Background: an optimization exercise with open tools, aiming at small area. Do not read the settings as production practice. The RTL was checked by simulation tests, not by an equivalence proof against the original design. No activity file was given, so power comes from the tool's default toggle rates.

$ cat flow/run.sh
#!/bin/bash
# synth_recipe.tcl (not shown) runs the flow's synth.tcl, then flattens the netlist and writes it again
# the make line also repeats each setting of config.mk as NAME=value (left out here)
make -C /OpenROAD-flow-scripts/flow DESIGN_CONFIG=/design/flow/config.mk WORK_HOME=/design/flow/orfs CLKGATE_MAP_FILE= SYNTH_SCRIPT=/design/flow/synth_recipe.tcl finish
$ cat flow/design.v
module usart8251 (
    input  wire       clk,
    input  wire       rst,      
    input  wire       wr,       
    input  wire       rd,       
    input  wire       cd,       
    input  wire [7:0] din,
    output wire [7:0] dout,
    input  wire       txc,      
    input  wire       rxc,      
    input  wire       rxd,      
    input  wire       cts,      
    input  wire       dsr,      
    output wire       txd,
    output wire       rts_n,
    output wire       dtr_n
);
    localparam [1:0] ST_MODE  = 2'd0;
    localparam [1:0] ST_SYNC1 = 2'd1;
    localparam [1:0] ST_SYNC2 = 2'd2;
    localparam [1:0] ST_CMD   = 2'd3;
    reg        fmt_async_q;           
    reg  [1:0] stage_q;               
    reg  [7:0] mode_q;                
    reg        txen_q, dtr_q, rxe_q, sbrk_q, rts_q, eh_q;
    reg        tx_ready_q, tx_empty_q, rx_ready_q;
    reg        pe_q, oe_q, fe_q;
    reg  [7:0] tx_data_q, rx_data_q, sync1_q, sync2_q;
    reg [15:0] tx_bits_q;             
    reg  [4:0] tx_cnt_q;
    reg [15:0] rx_bits_q;             
    reg  [4:0] rx_cnt_q;
    reg        txd_q, rts_level_q, dtr_level_q;
    reg  [6:0] tx_div_q, rx_div_q;
    reg        rx_busy_q;
    reg        fmt_async_n;
    reg  [1:0] stage_n;
    reg  [7:0] mode_n;
    reg        txen_n, dtr_n_c, rxe_n, sbrk_n, rts_n_c, eh_n;
    reg        tx_ready_n, tx_empty_n, rx_ready_n;
    reg        pe_n, oe_n, fe_n;
    reg  [7:0] tx_data_n, rx_data_n, sync1_n, sync2_n;
    reg [15:0] tx_bits_n;
    reg  [4:0] tx_cnt_n;
    reg [15:0] rx_bits_n;
    reg  [4:0] rx_cnt_n;
    reg        txd_n, rts_level_n, dtr_level_n;
    reg  [6:0] tx_div_n, rx_div_n;
    reg        rx_busy_n;
    wire [3:0] len    = 4'd5 + {2'b00, mode_n[3:2]};       
    wire       pen    = mode_n[4];
    wire       even   = mode_n[5];
    wire [1:0] nstop  = mode_n[7] ? 2'd2 : 2'd1;            
    wire [6:0] div    = (mode_n[1:0] == 2'b01) ? 7'd1 :
                        (mode_n[1:0] == 2'b10) ? 7'd16 : 7'd64;
    wire [4:0] flen   = 5'd1 + {1'b0, len} + {4'b0, pen} + {3'b0, nstop};
    wire [7:0] lmask  = 8'hFF >> (4'd8 - len);
    wire [7:0] tx_char = din & lmask;
    wire       tx_par  = (^tx_char) ^ ~even;                
    reg  [7:0] rx_char;
    reg        rx_par, rx_stop_ok;
    reg  [3:0] stop_pos;
    reg  [6:0] div_inc;
    always @* begin
        fmt_async_n = fmt_async_q;  stage_n = stage_q;  mode_n = mode_q;
        txen_n = txen_q; dtr_n_c = dtr_q; rxe_n = rxe_q;
        sbrk_n = sbrk_q; rts_n_c = rts_q; eh_n = eh_q;
        tx_ready_n = tx_ready_q; tx_empty_n = tx_empty_q; rx_ready_n = rx_ready_q;
        pe_n = pe_q; oe_n = oe_q; fe_n = fe_q;
        tx_data_n = tx_data_q; rx_data_n = rx_data_q;
        sync1_n = sync1_q; sync2_n = sync2_q;
        tx_bits_n = tx_bits_q; tx_cnt_n = tx_cnt_q;
        rx_bits_n = rx_bits_q; rx_cnt_n = rx_cnt_q;
        txd_n = txd_q; rts_level_n = rts_level_q; dtr_level_n = dtr_level_q;
        tx_div_n = tx_div_q; rx_div_n = rx_div_q; rx_busy_n = rx_busy_q;
        rx_char = 8'd0; rx_par = 1'b0; rx_stop_ok = 1'b0; stop_pos = 4'd0;
        div_inc = 7'd0;
        if (wr && cd) begin
            case (stage_q)
                ST_MODE: begin
                    mode_n      = din;
                    fmt_async_n = (din[1:0] != 2'b00);
                    stage_n     = (din[1:0] != 2'b00) ? ST_CMD : ST_SYNC1;
                end
                ST_SYNC1: begin
                    sync1_n = din;
                    stage_n = mode_q[7] ? ST_CMD : ST_SYNC2;    
                end
                ST_SYNC2: begin
                    sync2_n = din;
                    stage_n = ST_CMD;
                end
                default: begin                                  
                    txen_n = din[0]; dtr_n_c = din[1]; rxe_n = din[2];
                    sbrk_n = din[3]; rts_n_c = din[5]; eh_n = din[7];
                    dtr_level_n = ~din[1];
                    rts_level_n = ~din[5];
                    if (din[4]) begin                           
                        pe_n = 1'b0; oe_n = 1'b0; fe_n = 1'b0;
                    end
                    if (din[6]) begin                           
                        stage_n = ST_MODE;
                        pe_n = 1'b0; oe_n = 1'b0; fe_n = 1'b0;
                        rx_ready_n = 1'b0;
                        tx_ready_n = 1'b1; tx_empty_n = 1'b1;
                        tx_bits_n = 16'd0; tx_cnt_n = 5'd0;
                        rx_bits_n = 16'd0; rx_cnt_n = 5'd0;
                        rx_busy_n = 1'b0; tx_div_n = 7'd0; rx_div_n = 7'd0;
                    end
                end
            endcase
        end else if (wr && !cd) begin
            tx_data_n = din;
            if (txen_q) begin
                if (fmt_async_q) begin
                    tx_bits_n = ({8'd0, tx_char} << 1)
                              | ({15'd0, tx_par & pen} << (len + 4'd1))
                              | ({14'd0, (nstop == 2'd2) ? 2'b11 : 2'b01}
                                 << (len + 4'd1 + {3'b0, pen}));
                    tx_cnt_n  = flen;
                end else begin
                    tx_bits_n = {8'd0, tx_char}
                              | ({15'd0, tx_par & pen} << len);
                    tx_cnt_n  = {1'b0, len} + {4'b0, pen};
                end
                tx_ready_n = 1'b0; tx_empty_n = 1'b0;
            end
        end else if (rd && !cd) begin
            rx_ready_n = 1'b0;                                  
        end
        if (txc) begin
            if (!txen_n) begin
                txd_n = 1'b1; tx_div_n = 7'd0;
            end else if (sbrk_n) begin
                txd_n = 1'b0; tx_ready_n = 1'b0; tx_empty_n = 1'b0;
                tx_div_n = 7'd0;
            end else if (fmt_async_n && !cts) begin
                txd_n = 1'b1; tx_ready_n = 1'b0; tx_empty_n = 1'b0;
            end else begin
                div_inc = tx_div_n + 7'd1;
                if (fmt_async_n && (div_inc < div)) begin
                    tx_div_n = div_inc;
                end else begin
                    if (fmt_async_n)
                        tx_div_n = 7'd0;
                    if (tx_cnt_n == 5'd0) begin
                        txd_n = 1'b1; tx_ready_n = 1'b1; tx_empty_n = 1'b1;
                    end else begin
                        txd_n     = tx_bits_n[0];
                        tx_bits_n = tx_bits_n >> 1;
                        tx_cnt_n  = tx_cnt_n - 5'd1;
                        if (tx_cnt_n == 5'd0) begin
                            tx_ready_n = 1'b1; tx_empty_n = 1'b1;
                        end
                    end
                end
            end
        end
        if (rxc) begin
            if (!rxe_n || !fmt_async_n) begin
                rx_busy_n = 1'b0; rx_div_n = 7'd0;
                rx_bits_n = 16'd0; rx_cnt_n = 5'd0;
            end else if (rx_busy_n || !rxd) begin
                if (!rx_busy_n) begin                           
                    rx_busy_n = 1'b1; rx_div_n = 7'd0;
                    rx_bits_n = 16'd0; rx_cnt_n = 5'd0;
                end
                div_inc = rx_div_n + 7'd1;
                if (div_inc < div) begin
                    rx_div_n = div_inc;
                end else begin
                    rx_div_n = 7'd0;
                    if (rx_cnt_n < 5'd16) begin                 
                        rx_bits_n = rx_bits_n | ({15'd0, rxd} << rx_cnt_n);
                        rx_cnt_n  = rx_cnt_n + 5'd1;
                    end
                    if (rx_cnt_n >= flen) begin
                        rx_char = rx_bits_n[8:1] & lmask;
                        rx_par  = rx_bits_n[len + 4'd1];
                        stop_pos = 4'd1 + len + {3'b0, pen};
                        rx_stop_ok = rx_bits_n[stop_pos] &&
                                     ((nstop == 2'd1) || rx_bits_n[stop_pos + 4'd1]);
                        if (rx_bits_n[0]) begin
                            fe_n = 1'b1;                        
                        end else if (rx_ready_n) begin
                            oe_n = 1'b1;                        
                        end else begin
                            rx_data_n  = rx_char;
                            rx_ready_n = 1'b1;
                            if (pen && (((^rx_char) ^ ~even) != rx_par))
                                pe_n = 1'b1;
                            if (!rx_stop_ok)
                                fe_n = 1'b1;
                        end
                        rx_busy_n = 1'b0;
                        rx_bits_n = 16'd0; rx_cnt_n = 5'd0;
                    end
                end
            end
        end
    end
    always @(posedge clk) begin
        mode_q    <= mode_n;
        tx_data_q <= tx_data_n;
        sync1_q   <= sync1_n;
        sync2_q   <= sync2_n;
        if (rst) begin
            fmt_async_q <= 1'b1;
            stage_q     <= ST_MODE;
            txen_q <= 1'b0; dtr_q <= 1'b0; rxe_q <= 1'b0;
            sbrk_q <= 1'b0; rts_q <= 1'b0; eh_q  <= 1'b0;
            tx_ready_q <= 1'b1; tx_empty_q <= 1'b1; rx_ready_q <= 1'b0;
            pe_q <= 1'b0; oe_q <= 1'b0; fe_q <= 1'b0;
            rx_data_q <= 8'd0;
            tx_bits_q <= 16'd0; tx_cnt_q <= 5'd0;
            rx_bits_q <= 16'd0; rx_cnt_q <= 5'd0;
            txd_q <= 1'b1; rts_level_q <= 1'b1; dtr_level_q <= 1'b1;
            tx_div_q <= 7'd0; rx_div_q <= 7'd0; rx_busy_q <= 1'b0;
        end else begin
            fmt_async_q <= fmt_async_n;
            stage_q     <= stage_n;
            txen_q <= txen_n; dtr_q <= dtr_n_c; rxe_q <= rxe_n;
            sbrk_q <= sbrk_n; rts_q <= rts_n_c; eh_q  <= eh_n;
            tx_ready_q <= tx_ready_n; tx_empty_q <= tx_empty_n;
            rx_ready_q <= rx_ready_n;
            pe_q <= pe_n; oe_q <= oe_n; fe_q <= fe_n;
            rx_data_q <= rx_data_n;
            tx_bits_q <= tx_bits_n; tx_cnt_q <= tx_cnt_n;
            rx_bits_q <= rx_bits_n; rx_cnt_q <= rx_cnt_n;
            txd_q <= txd_n; rts_level_q <= rts_level_n; dtr_level_q <= dtr_level_n;
            tx_div_q <= tx_div_n; rx_div_q <= rx_div_n; rx_busy_q <= rx_busy_n;
        end
    end
    wire [7:0] status = {dsr, 1'b0, fe_q, oe_q, pe_q,
                         tx_empty_q, rx_ready_q, tx_ready_q};
    assign dout  = cd ? status : rx_data_q;
    assign txd   = txd_q;
    assign rts_n = rts_level_q;
    assign dtr_n = dtr_level_q;
endmodule
$ cat flow/config.mk
export PLATFORM = sky130hd
export DESIGN_NAME = usart8251
export DESIGN_NICKNAME = usart8251
export VERILOG_FILES = /design/flow/design.v
export SDC_FILE = /design/flow/constraint.sdc
export NUM_CORES = 4
export LEC_CHECK = 0
export CAP_MARGIN = 20
export CORE_MARGIN = 2
export CORE_UTILIZATION = 40
export SLEW_MARGIN = 20
$ cat flow/constraint.sdc
create_clock -name core_clock -period 10.0 [get_ports {clk}]
set_input_delay 2.0000 -clock core_clock [delete_from_list [all_inputs] [get_ports {clk}]]
set_output_delay 2.0000 -clock core_clock [all_outputs]
set_load 0.01 [all_outputs]
==> run notes <==
-- critical path, stage by stage --
cell	delay (ps)
clkdlybuf4s50_1	1010
nand3_2	460
mux2_2	480
ha_1	400
clkinv_1	290
ha_1	310
ha_1	220
a21oi_1	150
xnor2_1	160
inv_1	90
ha_1	270
o21ai_0	70
o21bai_1	120
a21oi_1	160
nand4b_1	270
nor2b_1	830
mux2i_1	280
nor2_1	50
-- power by group through the flow --
stage / registers [mW] / clock network, mW / logic (mW)
6_report: 0.361 / 0.422 / 0.550
5_1_grt: 0.362 / 0.448 / 0.606
4_1_cts: 0.361 / 0.431 / 0.543
3_5_place_dp: 0.369 / 0 / 0.540
3_3_place_gp: 0.369 / 0 / 0.541
2_1_floorplan: 0.367 / 0 / 0.422
-- path summary, 6_finish.rpt --
path	start	endpoint	slack (ps)	cells after the start
setup reg to reg	stage_q[0]	rx_data_q[4]	4590	19
hold reg to reg	rx_bits_q[7]	rx_bits_q[7]	470	1
setup / recovery	cd	rx_data_q[4]	2570	18
hold / removal	rx_bits_q[7]	rx_bits_q[7]	470	1
-- metrics by stage --
stage	area, um2	hold slack, ps	total power [mW]	setup WS (ps)	cells
2_1_floorplan	6580	433	0.789	4080	831
3_3_place_gp	6920	446	0.910	2240	1027
3_5_place_dp	6920	448	0.909	2140	1027
4_1_cts	7290	468	1.34	2520	1043
5_1_grt	7290	482	1.42	2220	1043
6_report	7290	466	1.33	2570	1043
-- registers in the layout (all words and copies together), names as in the netlist, 2 cells and up --
| register | count |
|---|---|
| rx_cnt_q | 5 |
| tx_bits_q | 16 |
| rx_bits_q | 16 |
| tx_cnt_q | 5 |
| rx_data_q | 8 |
| tx_div_q | 7 |
| mode_q | 7 |
| stage_q | 2 |
| rx_div_q | 7 |
-- placed cells by master, fill, tap and decap left out, types with 5 or more instances in the layout --
cell type	synthesis	routed
nor2_1	101	101
dfxtp_1	87	87
nand2_1	72	72
a21oi_1	57	57
inv_1	36	36
o21ai_0	36	36
ha_1	36	36
clkdlybuf4s50_1	0	27
nand3_1	25	25
nor3_1	24	24
mux2i_1	19	19
xnor2_1	17	17
a31oi_1	16	16
nor2b_1	17	16
mux2_2	14	14
o2bb2ai_1	14	14
nand2b_1	13	13
a211oi_1	11	11
nand4_1	9	9
clkbuf_16	0	9
or3_1	8	8
and3_1	7	7
a22oi_1	7	7
a21o_1	7	7
o211ai_1	6	6
nor4_1	6	6
o32ai_1	6	6
o22ai_1	6	6
or2_2	5	5
xor2_1	5	5
and2_1	5	5
nand3b_1	5	5
a22o_1	5	5
o2111ai_1	5	5
o31ai_1	5	5
-- metal layers --
| metal | global-route usage (%) | wire length [um] |
|---|---|---|
| met1 | 30.7 | 9000 |
| met2 | 33.5 | 8360 |
| met3 | 3.81 | 1270 |
| met4 | 6.33 | 358 |
| met5 | 0 | 0 |
-- kinds of logic after synthesis --
| kind of cell | after synthesis | synth area share, % |
|---|---|---|
| compound gates | 225 | 23.8 |
| xor+xnor | 28 | 4.79 |
| mux | 39 | 7.16 |
| flops | 87 | 26.5 |
| fa+ha+maj | 39 | 7.75 |
| buf+inv | 89 | 5.68 |
| simple gates | 324 | 24.4 |
-- cell type report --
class | count | area, um2 | area share [%]
Timing Repair Buffer | 31 | 298 | 4.08
Clock buffer | 11 | 243 | 3.33
Clock inverter | 5 | 129 | 1.77
Tap cell | 216 | 270 | 3.70
Inverter | 38 | 143 | 1.96
Multi-Input combinational cell | 655 | 4470 | 61.3
Sequential cell | 87 | 1740 | 23.9
==> run notes <==
- Fillcell total: 1656
- Clk_skew: 9.55 ps
- Yosys reg bits: 87
- CP required: 10220 ps
- Post-synth top area share: 26.5%
- Crit path launch type: input port
- Total GRT Usage: 21.6%
- IO buf count: 28
- Switching Share: 37.5%
- Crit. End Element: register
- Peak supply drop: 0.0931 mV
- Clk sinks: 87
- Drt initial violations: 668
- Synthesized instance count: 831
- Core area: 0.0160 mm2
- GP Congestion: 0.925
- CTS tree: built
- Mean routed wirelength per cell: 18.2 um
- CTS resizes: 0
- Max_cap viols: 0
- DRC violations left: 0
- Largest area contributor in the netlist: dfxtp_1
- Kind of critical path: in -> reg
- Mapped Avg Cell Area: 7.92 um2
- Ys Warns: 1
- CTS root buf: clkbuf_16
- Largest net degree at the start of global routing: 38
- Final setup viols: 0
- Number of vias per cell: 5.86
- CP Data Arrival Time: 7650 ps
- Syn_nets: 888
- H-tree depth: 3
- Routed vias: 6115
- Asr flop ratio synth: 0%
- Hold buffers post-CTS: 0
- Share of post-route cells with drive strength above 1: 8.46%
- ANT nets after route: 0
- Longest Clk Path Bufs: 2
- Sw Pwr: 0.500 mW
- Ant diodes: 0
- Gate power share: 41.3%
- Achievable frequency: 135 MHz
- Number of buffers created by CTS: 9
- Top cells by count, synth: 101 x nor2_1, 87 x dfxtp_1, 72 x nand2_1, 57 x a21oi_1
- First-pass GRT wire length: 30400 um
- Reg power frac: 27.1%
- Mapped Area: 0.00658 mm2
- Ys flop type: dfxtp_1
- Final HPWL DP: 14100 um
- Cell Pwr Density: 183 mW/mm2
- Initial Utilization: 41.1%
- Final Hold Vio Count: 0
- Worst relative slew slack: 34.8%
- Crit Path Max Fanout: 20
- Die Footprint: 0.0175 mm2
- Most common cell in the netlist: nor2_1
- P_leak: 2.59 nW
- Post-synth EDFFs: 0
- Min cycle time layout: 7430 ps
- Area growth, synth to finish: 10.8%
- Tightest Pin Transition: 976 ps
- Post-CTS Setup Repair Bufs: 0
- Status: timing/DRC/antenna clean
- DIE WIDTH: 132 um
- RSZ-0062 raised after global routing: false
- Clk network pwr share: 31.6%
- Synth area leaders: dfxtp_1 26%, ha_1 6.8%, nor2_1 5.8%
- Congestion Overflow GR: 0
- Clock latency (worst-skew pair): 350 ps
- Util after Layout: 45.6%
- IO Pins: 29
- Vias in the first global route: 5653
- Fin nets: 879
- Clock slew at reported path FFs: 60 ps
- Final period util: 74.3%
- Netlist cell types: 84
- Total Neg Setup Slack: 0 ps
- Total wire length: 19000 um
- Final Slew Violations: 0
- # rows: 46
- Hold WC Path Type: reg -> reg
- Initial antenna violation count: 0
- Sequential share of the synthesized area: 26.5%
- P_int: 0.834 mW
- First drt pass iteration count: 7
- Die height: 132 um

-- static timing again, ports no longer ideal --
In the flow no input, the clock included, has a driving cell. The finished layout below was timed again as built, in two steps. Step 1, drivers: a clkbuf_16 drives clk and a buf_2 each remaining input, both assumed. Step 2 times the ports against the registers' clock, not the clock port: input delays grow and output delays shrink by t, the midpoint of the rising clock arrivals with the driver on. Three values: ideal ports, drivers, drivers and shift; two values: the first two.
t (ns): 0.387
setup slack, ns: 2.568 / 2.584 / 2.197
hold slack, ns: 0.466 / 0.466 / 0.466
worst setup path after step 2: input to register
worst slew at a driven data input, ns: 0.03
After both steps setup and hold are still met in this run. The setup slack of this run moves by +0.016 ns with the drivers and by -0.371 ns with both steps.
